This design comes from an exercise in tuning for small area, a short achievable clock period and few clock cycles per item on the open sky130 flow, not from production work.
In this exercise RTL edits were held to simulation tests only and were not proved equivalent to the original.
No activity file was given, so power comes from the tool's default toggle rates.

## rev 12
// filtcore
module filtcore (
    input  wire        clk,
    input  wire        rst,
    input  wire        cmd_valid,
    output wire        cmd_ready,
    input  wire [31:0] cmd_word,
    output wire        rsp_valid,
    input  wire        rsp_ready,
    output wire [31:0] rsp_word,
    output wire [1:0]  err_sticky
);
    reg [15:0] al_l, al_h;       
    reg        cfg_l, cfg_h;
    reg [15:0] last_l, last_h;
    reg [5:0]  al_n;
    reg [3:0]  ash_n;
    reg        cfg_n;
    reg [9:0]  ls_n;             
    reg [1:0]  err_q;
    reg        va;               
    reg [1:0]  ua, oa;
    reg        ia;
    reg [15:0] xa;
    reg [1:0]  kp;               
    reg        ve;               
    reg [1:0]  ue;
    reg        e_fin;            
    reg        e_step;           
    reg        e_clr;            
    reg [1:0]  est;              
    reg [22:0] ep;               
    reg [6:0]  eb;               
    reg [15:0] ex;               
    reg [15:0] acc;              
    reg        rv;               
    reg [1:0]  rs;
    reg [15:0] rr;
    wire en = !rv || rsp_ready;
    wire [1:0]  cu = cmd_word[19:18];
    wire [1:0]  co = cmd_word[17:16];
    wire [15:0] cd = cmd_word[15:0];
    wire cill = (cmd_word[31:20] != 12'd0) || (cu == 2'd3) ||
                (co == 2'd3 && cd != 16'd0);
    wire p_go;
    wire a_rel;
    assign cmd_ready = !rst && (!va || a_rel);
    wire accept = cmd_valid && cmd_ready;
    always @(posedge clk) begin
        if (rst)
            va <= 1'b0;
        else if (accept)
            va <= 1'b1;
        else if (a_rel)
            va <= 1'b0;
    end
    always @(posedge clk) begin
        if (accept) begin
            ua <= cu;
            oa <= co;
            ia <= cill;
            xa <= cd;
        end
    end
    wire basic   = !ua[1];
  ...
Settings: LEC_CHECK=0, CAP_MARGIN=20, CORE_MARGIN=2, CORE_UTILIZATION=50, SLEW_MARGIN=20; clock period 14.0 ns.
standard.sh (not shown) runs the stock make flow with config.mk's settings and CLKGATE_MAP_FILE= SYNTH_SCRIPT=/design/flow/synth_recipe.tcl, a recipe that flattens the netlist after the stock synthesis.
==> flow/flow/run.sh <==
#!/bin/bash
set -euo pipefail
bash standard.sh SETUP_SLACK_MARGIN=7.8 finish > standard.log 2>&1
Testbench counts of rev 12, summed over its fixed seeds: cycles 16,024, items 16,000.
Input changes introduced in rev 13 (baseline for comparison: rev 12):
Settings: SETUP_SLACK_MARGIN now 5, previously not set.
==> flow/run.sh (new file) <==
#!/bin/bash
# synth_recipe.tcl (not shown) runs the flow's synth.tcl, then flattens the netlist and writes it again
# the make line also repeats each setting of config.mk as NAME=value (left out here)
make -C /OpenROAD-flow-scripts/flow DESIGN_CONFIG=/design/flow/config.mk WORK_HOME=/design/flow/orfs CLKGATE_MAP_FILE= SYNTH_SCRIPT=/design/flow/synth_recipe.tcl finish
removed: flow/flow/run.sh
removed: flow/standard.sh
Results
Total routing resource utilization after global routing, rev 12 and rev 13: smaller value in rev 13. Destination of the critical timing path: ls_n[9]$_SDFFE_PP0P_ -> rev 13, rr[12]$_SDFFCE_PN0P_ -> rev 12. Compare rev 12 and rev 13 | cell area after layout lower: rev 13. Per the comparison of rev 13 with rev 12, highest clock frequency the design can meet down about 12%; total core area neither gained nor lost much; depth of the CTS H-tree has remained practically unchanged. The higher aggregate routed wire length came out of rev 12. Multi-input gate share of the layout cell area delta for rev 13 relative to rev 12: 2.0 points higher. Measured against rev 12, the first-iteration DRC count of rev 13 comes out at 0.943 times the reference value.

* * *

Another version of the RTL of filtcore (not shown whole).
Size: roughly 2300 cells after synthesis, about 210 flip-flops, about 72 I/O pins, roughly 22000 sq um of cells after synthesis.
export LEC_CHECK = 0
export CAP_MARGIN = 20
export CORE_MARGIN = 2
export CORE_UTILIZATION = 60
export PLACE_DENSITY = 0.7
export SLEW_MARGIN = 20
create_clock -name core_clock -period 14.0 [get_ports {clk}]
==> flow/flow/run.sh <==
#!/bin/bash
set -euo pipefail
bash standard.sh SETUP_SLACK_MARGIN=6 finish > standard.log 2>&1
The first run finished with timing, DRC and antenna clean.
Testbench counts at the start, summed over its fixed seeds: cycles 16,024, items 16,000.
Edit:
==> flow/flow/run.sh (replaced) <==
#!/bin/bash
set -euo pipefail
bash standard.sh ADDER_MAP_FILE= SETUP_SLACK_MARGIN=7 finish > standard.log 2>&1
Result: Routed wire length went up by roughly a tenth; clock-buffer cell count falls by 4; total power came out lower by about a fifth; global-route usage increases by 0.87 points; maximum frequency is lower by roughly a tenth; design area came out higher by a few percent.
Edit:
==> flow/flow/run.sh (replaced) <==
#!/bin/bash
set -euo pipefail
bash standard.sh SETUP_SLACK_MARGIN=6.5 finish > standard.log 2>&1
CORE_UTILIZATION = 65   (was 60)
PLACE_DENSITY = 0.75   (was 0.7)
After rerunning:
- fmax rose by 11%
- cell area fell by 0.41%
- power rose by 45%
- wire length fell by 3.0%
- count of clock-buffer cells in the layout rose by 3
- non-clock buffer count rose by 31
- synthesized area fell by 4.7%
- clock skew fell by 0.016 ns
- die area fell by 12%
- setup slack improves by 0.87 ns
Edit:
==> flow/flow/run.sh (replaced) <==
#!/bin/bash
set -euo pipefail
bash standard.sh SETUP_SLACK_MARGIN=7.5 finish > standard.log 2>&1
CORE_UTILIZATION = 50   (was 65)
PLACE_DENSITY = not set   (was 0.75)
What happened:
- clock-buffer cell count stays the same
- maximum frequency came out higher by 9.3%
- via count went down by 2.2%

## afterwards: timing with drivers on the ports
No port has a modelled driver above. Below, the same layouts with a new extraction and two added sets of constraints.
Step 1 (the two cells are an assumption about what drives the block):
set clk [get_ports {clk}]
set_driving_cell -lib_cell sky130_fd_sc_hd__clkbuf_16 $clk
set_driving_cell -lib_cell sky130_fd_sc_hd__buf_2 [delete_from_list [all_inputs] $clk]
Step 2 also shifts input and output timing later by t, the mid clock arrival at the registers, as if the neighbouring blocks saw the same clock.
a / b / c = no drivers / after step 1 / after step 2; a / b = the first two.
run | t (ns) | setup slack, ns | clock arrival spread, ns | worst data-port slew with drivers (ns)
rev 12 | 0.585 | 6.348 / 6.348 / 6.348 | 0.019 / 0.019 | 0.04
rev 13 | 0.575 | 5.329 / 5.329 / 5.329 | 0.020 / 0.021 | 0.04
the first run of note 2 | 0.577 | 6.178 / 6.178 / 6.178 | 0.020 / 0.021 | 0.05
the second run of note 2 | 0.585 | 5.063 / 5.011 / 5.596 | 0.024 / 0.024 | 0.04
the third run of note 2 | 0.587 | 5.934 / 5.934 / 5.934 | 0.007 / 0.008 | 0.05
the fourth run of note 2 | 0.579 | 6.622 / 6.622 / 6.622 | 0.020 / 0.019 | 0.05
After both steps setup and hold are still met in every run listed.
